Context: an optimization exercise on an open-source flow, tuned for small area, a short achievable clock period and few clock cycles per item. The choices shown serve that exercise and are no tape-out recipe.
RTL that was checked went through simulation tests only; none was proved equivalent to the original.
No activity file was given, so power comes from the tool's default toggle rates.

## JK
## qspi_lmx_xpose
module qspi_lmx_xpose (
    input  wire        clk,
    input  wire        rst,
    input  wire        cfg_we,
    input  wire [4:0]  cfg_addr,
    input  wire [31:0] cfg_wdata,
    input  wire        start,
    output wire        busy,
    output reg         done,
    output reg  [14:0] xfer_len,
    output reg         warn_clamped,
    output reg         warn_mismatch,
    output reg         warn_all_empty,
    output reg         mem_req_valid,
    input  wire        mem_req_ready,
    output reg  [29:0] mem_req_addr,
    input  wire        mem_rsp_valid,
    input  wire [31:0] mem_rsp_data,
    output reg         out_valid,
    input  wire        out_ready,
    output reg  [31:0] out_data
);
export LEC_CHECK = 0
export CAP_MARGIN = 20
export CORE_MARGIN = 2
export CORE_UTILIZATION = 60
export CTS_BUF_LIST = sky130_fd_sc_hd__clkbuf_4 sky130_fd_sc_hd__clkbuf_8
export CTS_CLUSTER_SIZE = 30
export SLEW_MARGIN = 20
create_clock -name core_clock -period 13.5 [get_ports {clk}]
standard.sh (not shown) runs the stock make flow with config.mk's settings and CLKGATE_MAP_FILE= SYNTH_SCRIPT=/design/flow/synth_recipe.tcl, a recipe that flattens the netlist after the stock synthesis.
==> flow/flow/run.sh <==
#!/bin/bash
# Standard ORFS layout, with faster port buffers and timing repair aimed
# well below the clock period.
set -euo pipefail
bash standard.sh SETUP_SLACK_MARGIN=9 "BUFFER_PORTS_ARGS=-buffer_cell sky130_fd_sc_hd__buf_4" finish > flow_make.log 2>&1
Here is what was changed in the inputs of MS compared with JK.
- a change of CORE_UTILIZATION from 60 to 70
==> results.txt <==
Against JK, number of inserted filler cells in the final layout in MS fell by more than a quarter.
Per the comparison of MS with JK, clock power level; final routed wirelength across all metal layers climbed about 1.9%; count of inserted antenna diode cells climbed 1; fraction of the cycle the final worst path needs +0.70 points.
MS: no failed stages, no open violations at the end
No run of this note included a check of the RTL's function; only the layout flow was run.


Another version of the RTL of qspi_lmx_xpose (not shown whole).
Size in the first run: roughly 3,400 cells after synthesis, about 160 I/O pins.
export LEC_CHECK = 0
export CAP_MARGIN = 20
export CORE_MARGIN = 2
export CORE_UTILIZATION = 50
export CTS_BUF_LIST = sky130_fd_sc_hd__clkbuf_4 sky130_fd_sc_hd__clkbuf_8
export SLEW_MARGIN = 20
create_clock -name core_clock -period 13.5 [get_ports {clk}]
Scripts as last shown in full above: flow/flow/run.sh
Testbench counts at the start, summed over its fixed seeds: cycles 9,555, items 7,883.
Edit:
Settings changed: CORE_UTILIZATION 50 to 60, CTS_CLUSTER_SIZE from default to 30.
After rerunning: Clock-buffer cell count came out lower by 13; sequential cell count does not change; setup slack gets better by 0.038 ns; clock skew came out higher by 0.022 ns; power goes up by 0.64%; non-clock buffer count does not change; design area came out lower by 0.46%; wire length fell by 5.3%; via count came out higher by 1.4%; critical path depth is higher by 3; sequential power barely changes.


Setup of lane 1:
Another version of the RTL of qspi_lmx_xpose (not shown whole).
Size in the first run: ~3,700 cells after synthesis, ~980 flip-flops, about 160 I/O pins, about 49,000 um2 of cells after synthesis.
clock: 13.5 ns
lec_check: 0
cap_margin: 20
core_margin: 2
core_utilization: 60
cts_buf_list: sky130_fd_sc_hd__clkbuf_4 sky130_fd_sc_hd__clkbuf_8
cts_cluster_size: 30
slew_margin: 20
==> flow/flow/run.sh <==
#!/bin/bash
# Standard ORFS layout, with faster port buffers and timing repair aimed
# well below the clock period.
set -euo pipefail
bash standard.sh SETUP_SLACK_MARGIN=10 "BUFFER_PORTS_ARGS=-buffer_cell sky130_fd_sc_hd__buf_4" finish > flow_make.log 2>&1
Lane 1 closes out successfully: all stages finished, all timing, DRC and antenna checks passed.
The following lists how lane 2 was set up differently from lane 1:
==> flow/flow/run.sh <==
#!/bin/bash
# Standard ORFS layout, with faster port buffers and timing repair aimed
# well below the clock period.
set -euo pipefail
bash standard.sh SETUP_SLACK_MARGIN=9 "BUFFER_PORTS_ARGS=-buffer_cell sky130_fd_sc_hd__buf_4" finish > flow_make.log 2>&1
## What came out
- Total power of lane 2 is lower than that of lane 1.
- Diff lane 1 -> lane 2: power of the clock network went down; vias after detailed routing moved down.
No run of this note included a check of the RTL's function; only the layout flow was run.


## rev 12
qspi_lmx_xpose with an RTL version that a note above also has.
For scale: ~3,400 cells after synthesis, ~970 flip-flops, roughly 160 I/O pins, ~46,000 sq um of cells after synthesis.
Settings: LEC_CHECK=0, CAP_MARGIN=20, CORE_MARGIN=2, CORE_UTILIZATION=60, CTS_BUF_LIST=sky130_fd_sc_hd__clkbuf_4 sky130_fd_sc_hd__clkbuf_8, CTS_CLUSTER_SIZE=30, SLEW_MARGIN=20; clock period 13.5 ns.
==> flow/flow/run.sh <==
#!/bin/bash
# Standard ORFS layout, with faster port buffers and timing repair aimed
# well below the clock period.
set -euo pipefail
bash standard.sh SETUP_SLACK_MARGIN=8.5 "BUFFER_PORTS_ARGS=-buffer_cell sky130_fd_sc_hd__buf_4" finish > flow_make.log 2>&1
Testbench counts of rev 12, summed over its fixed seeds: cycles 9,555, items 7,883.
Input-level comparison between rev 13 and rev 12:
- SLEW_MARGIN now 5, was 20
- CAP_MARGIN now 5, was 20
==> flow/flow/run.sh <==
#!/bin/bash
# Standard ORFS layout, with faster port buffers and timing repair aimed
# well below the clock period.
set -euo pipefail
bash standard.sh SETUP_SLACK_MARGIN=9 "BUFFER_PORTS_ARGS=-buffer_cell sky130_fd_sc_hd__buf_4" finish > flow_make.log 2>&1
==> results.txt <==
The run showing the smaller sequential share of layout area is rev 13.
Going from rev 12 to rev 13, logic depth of the worst path, buffers included grows by 2.
Per the comparison of rev 13 with rev 12, number of buffers and inverters on the critical path increased 2, non-filler instance count after layout held steady, maximum ir drop on the vdd rail now smaller.

[separate check: timing with driven ports]
In the flow no input, the clock included, has a driving cell. The finished layouts below were timed again as built, in two steps. Step 1 (the two cells are an assumption about what drives the block):
set clk [get_ports {clk}]
set_driving_cell -lib_cell sky130_fd_sc_hd__clkbuf_16 $clk
set_driving_cell -lib_cell sky130_fd_sc_hd__buf_2 [delete_from_list [all_inputs] $clk]
Step 2 times the ports against the registers' clock, not the clock port: input delays grow and output delays shrink by t, the midpoint of the rising clock arrivals with the driver on. Slacks: ideal ports / drivers / drivers and shift; pairs: ideal ports / drivers.
run	t, ns	setup slack, ns	latest minus earliest clock arrival (ns)	worst register clock-pin slew, ns	cell pins on the clock port's net
JK	0.875	9.077 / 9.080 / 8.241	0.053 / 0.053	0.07 / 0.07	1
MS	0.885	8.982 / 8.982 / 8.211	0.062 / 0.063	0.07 / 0.07	1
the first run of note 2	0.896	9.054 / 9.007 / 8.200	0.039 / 0.040	0.07 / 0.07	1
the second run of note 2	0.885	9.092 / 9.092 / 8.293	0.062 / 0.061	0.07 / 0.07	1
lane 1	0.896	9.272 / 9.272 / 8.847	0.057 / 0.056	0.07 / 0.07	1
lane 2	0.886	8.999 / 8.968 / 8.344	0.052 / 0.052	0.08 / 0.08	1
rev 12	0.904	8.877 / 8.869 / 8.185	0.078 / 0.078	0.07 / 0.07	1
rev 13	0.876	9.081 / 9.081 / 8.276	0.054 / 0.054	0.07 / 0.07	1
After both steps setup and hold are still met in every run listed. For the first run of note 2, which loses most, drivers alone change the setup slack by -0.047 ns; drivers and shift together by -0.854 ns.
